Background: an optimization exercise with open tools, aiming at small area, a short achievable clock period and few clock cycles per item. Do not read the settings as production practice. Function was checked by simulation only, so behaviour that the tests miss may differ from the original. No activity file was given, so power comes from the tool's default toggle rates.

==> flow/design.v (outline; a module is shown in full before it is edited, if it fits) <==
// module sine_renderer: 3031 lines
module sine_renderer (
  input  wire        clk,
  input  wire        rst,
  input  wire        cmd_valid,
  output wire        cmd_ready,
  input  wire [63:0] cmd_data,
  output wire        wr_valid,
  output wire [31:0] wr_addr,
  output wire        wr_size,
  output wire [31:0] wr_data,
  input  wire        wr_ready,
  input  wire        wr_resp_valid,
  input  wire        wr_resp_err,
  output reg  [2:0]  st_phase,
  output wire        st_done,
  output wire        st_fault,
  output wire [3:0]  st_cause,
  output reg  [31:0] st_nsamp,
  output wire [63:0] st_finfo
);
  // ...
==> flow/run.sh <==
#!/bin/bash
# synth_recipe.tcl (not shown) runs the flow's synth.tcl, then flattens the netlist and writes it again
# the make line also repeats each setting of config.mk as NAME=value (left out here)
make -C /OpenROAD-flow-scripts/flow DESIGN_CONFIG=/design/flow/config.mk WORK_HOME=/design/flow/orfs CLKGATE_MAP_FILE= SYNTH_SCRIPT=/design/flow/synth_recipe.tcl finish
==> flow/config.mk <==
export PLATFORM = sky130hd
export DESIGN_NAME = sine_renderer
export DESIGN_NICKNAME = sine_renderer
export VERILOG_FILES = /design/flow/design.v
export SDC_FILE = /design/flow/constraint.sdc
export NUM_CORES = 4
export LEC_CHECK = 0
export CAP_MARGIN = 20
export CORE_MARGIN = 2
export CORE_UTILIZATION = 40
export PLACE_DENSITY = 0.6
export SETUP_SLACK_MARGIN = 5
export SLEW_MARGIN = 20
export SYNTH_MEMORY_MAX_BITS = 16384
==> flow/constraint.sdc <==
create_clock -name core_clock -period 12.0 [get_ports {clk}]
set_input_delay 2.4000 -clock core_clock [delete_from_list [all_inputs] [get_ports {clk}]]
set_output_delay 2.4000 -clock core_clock [all_outputs]
set_load 0.01 [all_outputs]
==> flow_metrics.tcl, run 1 <==
set metrics [dict create \
    die_h_um 614.0 \
    maxUsedRoutingLayer "met5" \
    n_antenna_cell 14 \
    grt_usage_pct 30.73 \
    clock_buffers 218 \
    p_clk_mw 5.25 \
    clockPowerShare_pct 37.1 \
    r2r_start "aR[3]" \
    power.group.top "clock" \
    nMultiInputCombCells 11270 \
    nonClockInverterCount 2518 \
    hold_violations 0 \
    globalRouteMet3Util_pct 8.316 \
    min_from "nhC" \
    crit_start "hidx[0]" \
    cp-start-kind "flip-flop" \
    coreArea_sq_mm 0.3714 \
    final_common_cell "inv_1" \
    cts_setup_buffers 6 \
    area_growth_pct 9.483 \
    status "no timing/DRC/antenna violations" \
    top_register "t1c" \
    io_pins 242 \
    fin_crit_ps 6902 \
    cellPowerDensity_mw_per_mm2 86.84 \
    regArea_sq_mm 0.03425 \
    p_comb_mw 3.75 \
    synth_area_leaders "fa_1, edfxtp_1, dfxtp_1" \
    whs_path_depth 0 \
    clk_share_pct 3.439 \
]
Testbench counts, summed over its fixed seeds: cycles 154,402, items 76,561.
==> run 2: changes to the inputs <==
--- a/flow/config.mk
+++ b/flow/config.mk
@@ -7,8 +7,8 @@
 export LEC_CHECK = 0
 export CAP_MARGIN = 20
 export CORE_MARGIN = 2
-export CORE_UTILIZATION = 40
-export PLACE_DENSITY = 0.6
+export CORE_UTILIZATION = 50
+export PLACE_DENSITY = 0.7
 export SETUP_SLACK_MARGIN = 5
 export SLEW_MARGIN = 20
 export SYNTH_MEMORY_MAX_BITS = 16384
==> run 2 against run 1 <==
Hold slack better by 15 ps. Cell count is 4.7% lower. Power is 1.3% higher. Final area is 0.67% lower. Clock skew is 40 ps lower. Still clean on timing, DRC and antenna. Largest cell class unchanged. Non-clock buffer count is 21 higher. Die area is 20% lower. First-iteration DRC count is 3.1% lower. Via count is 0.55% higher. Global-route usage is 9.6 points higher.
==> flow_metrics.tcl, run 2 <==
set metrics [dict create \
    min_to "nhT" \
    drcViolationCount 0 \
    grt_pass1_wl_um 874700 \
    worstPathArrival_ps 4570 \
    drt-initial-drc-count 13030 \
    syn_area_sq_mm 0.1489 \
    synth_area_leaders "fa_1, edfxtp_1, dfxtp_1" \
    cts.sinks 1303 \
    cellPowerDensity_mw_per_mm2 88.59 \
    core.rowCount 200 \
    whs_path_depth 0 \
    rr_worst_depth 15 \
    filler_cell_count 26830 \
    layout-drive-gt1-share_pct 7.645 \
    ys_async_sr_fraction_pct 0 \
    rsz0062_at_grt "true" \
    status "no timing/DRC/antenna violations" \
    clk_pin_slew_ps 60 \
    coreArea_sq_mm 0.2965 \
    cp-end-kind "output pin" \
    io_pins 242 \
    final_cells 19970 \
    max_slew_margin_pct 10.85 \
    die_h_um 549.6 \
    area_growth_pct 8.754 \
    grt_usage_pct 40.34 \
    grt_pass1_vias 120700 \
    synth_cell_types 99 \
    cts_tree "yes" \
    gp_congestion 1.091 \
    fin_crit_ps 6966 \
    synth-edff-count 812 \
    cts.path.max_buffers 4 \
    routed_wl_um 611300 \
    required_ps 9600 \
    antenna_found_initial 74 \
    grt_max_degree 156 \
    min_from "nh1" \
    path_max_fanout 10 \
    min_path_type "flip-flop to flip-flop" \
    top_register "t1c" \
    reg2reg_to "fA[15]" \
    r2r_setup_slack_ps 5160 \
    dieArea_sq_mm 0.3021 \
    hold_violations 0 \
    via_count 121700 \
    synth_top_area_share_pct 22.85 \
    final.setup.tns_ps 0 \
    final_common_cell "inv_1" \
    largest_register_ffs 72 \
    drt-wirelength-per-cell_um 30.60 \
    dp_hpwl_um 460700 \
    r2r_start "yTf[45]" \
    yosys_most_used_dff "edfxtp_1" \
    period_share_pct 58.05 \
    worst_pin_slew_ps 1323 \
    synth_warnings 1 \
    syn_inst 16000 \
    finalSetupViolCount 0 \
    avgSynthCellArea_sq_um 9.301 \
    maxSlewViolCount 0 \
    cp-start-kind "flip-flop" \
    start_util_pct 50.20 \
    timing.max_cap.violations 0 \
    p_leak_nw 70.07 \
    post-synth-top-area-cell "fa_1" \
    cts_buffers 161 \
    root_buffer "clkbuf_16" \
    final_cell_mix "inv_1, fa_1, a21oi_1" \
    vdd_ir_drop_max_mv 0.1452 \
    port_buffers 238 \
    numPlacedInstances 19600 \
    fmax_ghz 0.1436 \
    finClkSkew_ps 58.77 \
    grt-ovfl-total 0 \
    ys_seq_elements 1303 \
    crit_start "st_nsamp[6]" \
    insertion_delay_ps 910 \
    power.total_mw 14.34 \
    postRouteAntennaNets 0 \
    vias_per_cell 6.092 \
    synthTopCellsByCount "inv_1, fa_1, a21oi_1, xnor2_1, nand2_1" \
    first_pass_iters 7 \
    criticalPathCategory "flip-flop to output pin" \
    timing.hold.ws_ps 424.1 \
    nNetsFinal 18390 \
    h-tree-depth 4 \
    reg_top3 "t1c x72, finfo x64, fA x55" \
    synth.most_common_cell "inv_1" \
    die_w_um 549.6 \
    yosysSeqAreaShare_pct 22.98 \
]
==> run 2: changes by cell type in the layout (fill, tap and decap cells not counted), sizes merged <==
cell / previous run / this run
buf: 338 / 357
bufbuf: 1 / 2
bufinv: 11 / 10
clkbuf: 221 / 211
clkdlybuf4s50: 236 / 237
clkinv: 66 / 58
clkinvlp: 10 / 16
diode: 14 / 51
dlygate4sd2: 1 / 0
inv: 2520 / 2522
==> run 2: cell type report <==
class / instances / area [sq um] / area share, %
repair buffers: 600 / 5435 / 3.357
clock buffers: 207 / 4428 / 2.735
inverters: 2518 / 9474 / 5.852
clock inverters: 88 / 919.6 / 0.5681
well taps: 3939 / 4928 / 3.044
multi-input cells: 11270 / 102300 / 63.21
flip-flops and latches: 1303 / 34250 / 21.15
diodes: 51 / 127.6 / 0.07883
==> run 2: critical path, cell delays in order (launching register included) <==
cell	delay, ps
dfxtp_1	590
nand3_1	230
nor2_1	450
and3_1	370
and2_1	250
nand2_1	180
a21oi_1	170
o22ai_1	90
o21ai_0	610
clkdlybuf4s50_1	710
==> run 2: metrics by stage <==
stage | setup slack [ps] | area, sq um | util, %
detailed placement | 4154 | 155800 | 52.53
CTS | 4988 | 161300 | 54.38
finish | 5034 | 161900 | 54.59
global placement | 4272 | 155800 | 52.53
floorplan | 5048 | 148900 | -
global route | 4934 | 161800 | 54.58
==> run 2: kinds of logic (layout without fill, tap and decap cells) <==
logic type / Yosys count / after routing / synth area share (%)
compound gates: 3279 / 3279 / 14.03
simple gates: 3249 / 3249 / 10.51
mux: 963 / 963 / 6.803
xor+xnor: 1305 / 1305 / 7.688
other cells: 1 / 56 / 0.002519
flops: 1303 / 1303 / 22.98
fa+ha+maj: 2467 / 2467 / 29.30
buf+inv: 3437 / 3413 / 8.689
==> run 2: what timing repair did <==
item / in CTS / in global routing
hold buffers: 0 / 0
buffers inserted: 0 / 13
setup endpoints to repair: 58 / 62
gates resized for setup: 14 / 43
gates cloned: 2 / 2
==> run 2: power by group <==
part / internal [mW] / switching, mW
Sequential: 5.02 / 0.132
Clock: 2.87 / 2.21
Combinational: 1.44 / 2.66
==> run 2: routing by layer <==
| layer | vias to the layer above | track usage (%) | wire [um] |
|---|---|---|---|
| met5 | - | 0 | 218 |
| met4 | 32 | 36.70 | 69350 |
| met2 | 6759 | 61.57 | 267700 |
| li1 | 53090 | - | - |
| met1 | 59580 | 46.36 | 217500 |
| met3 | 2215 | 10.84 | 56570 |
==> run 2: how the worst max path moves through the flow <==
stage	slack, ps	endpoint	cells after the start
after floorplan	5050	yTf[50]	19
after global placement	4270	x2[49]	23
after detailed placement	4150	x2[49]	23
after CTS	4990	x2[49]	22
after global routing	4930	x2[49]	23
final	5030	wr_data[15]	9

==> static timing again, ports no longer ideal <==
Ports are ideal in the flow. The routed layouts listed here were re-timed in OpenROAD. Step 1 sets driving cells, clkbuf_16 on the clock port and buf_2 on the other inputs (assumed; they add their load-dependent delay and slew). Step 2 adds t to the input delays and takes it off the output delays; t is the mean of the earliest and latest rising clock arrival at the registers after step 1. Input paths then give back, and output paths get back, about the clock's delay inside the block. Slacks: no drivers / after step 1 / after step 2; pairs: no drivers / after step 1.
| run | t (ns) | setup slack, ns | clock arrival spread, ns |
|---|---|---|---|
| run 1 | 1.009 | 5.098 / 4.985 / 5.008 | 0.106 / 0.106 |
| run 2 | 0.994 | 5.034 / 4.917 / 5.153 | 0.065 / 0.065 |
After both steps every run listed still meets setup and hold. For run 1, which loses most, drivers alone change the setup slack by -0.113 ns; drivers and shift together by -0.090 ns.
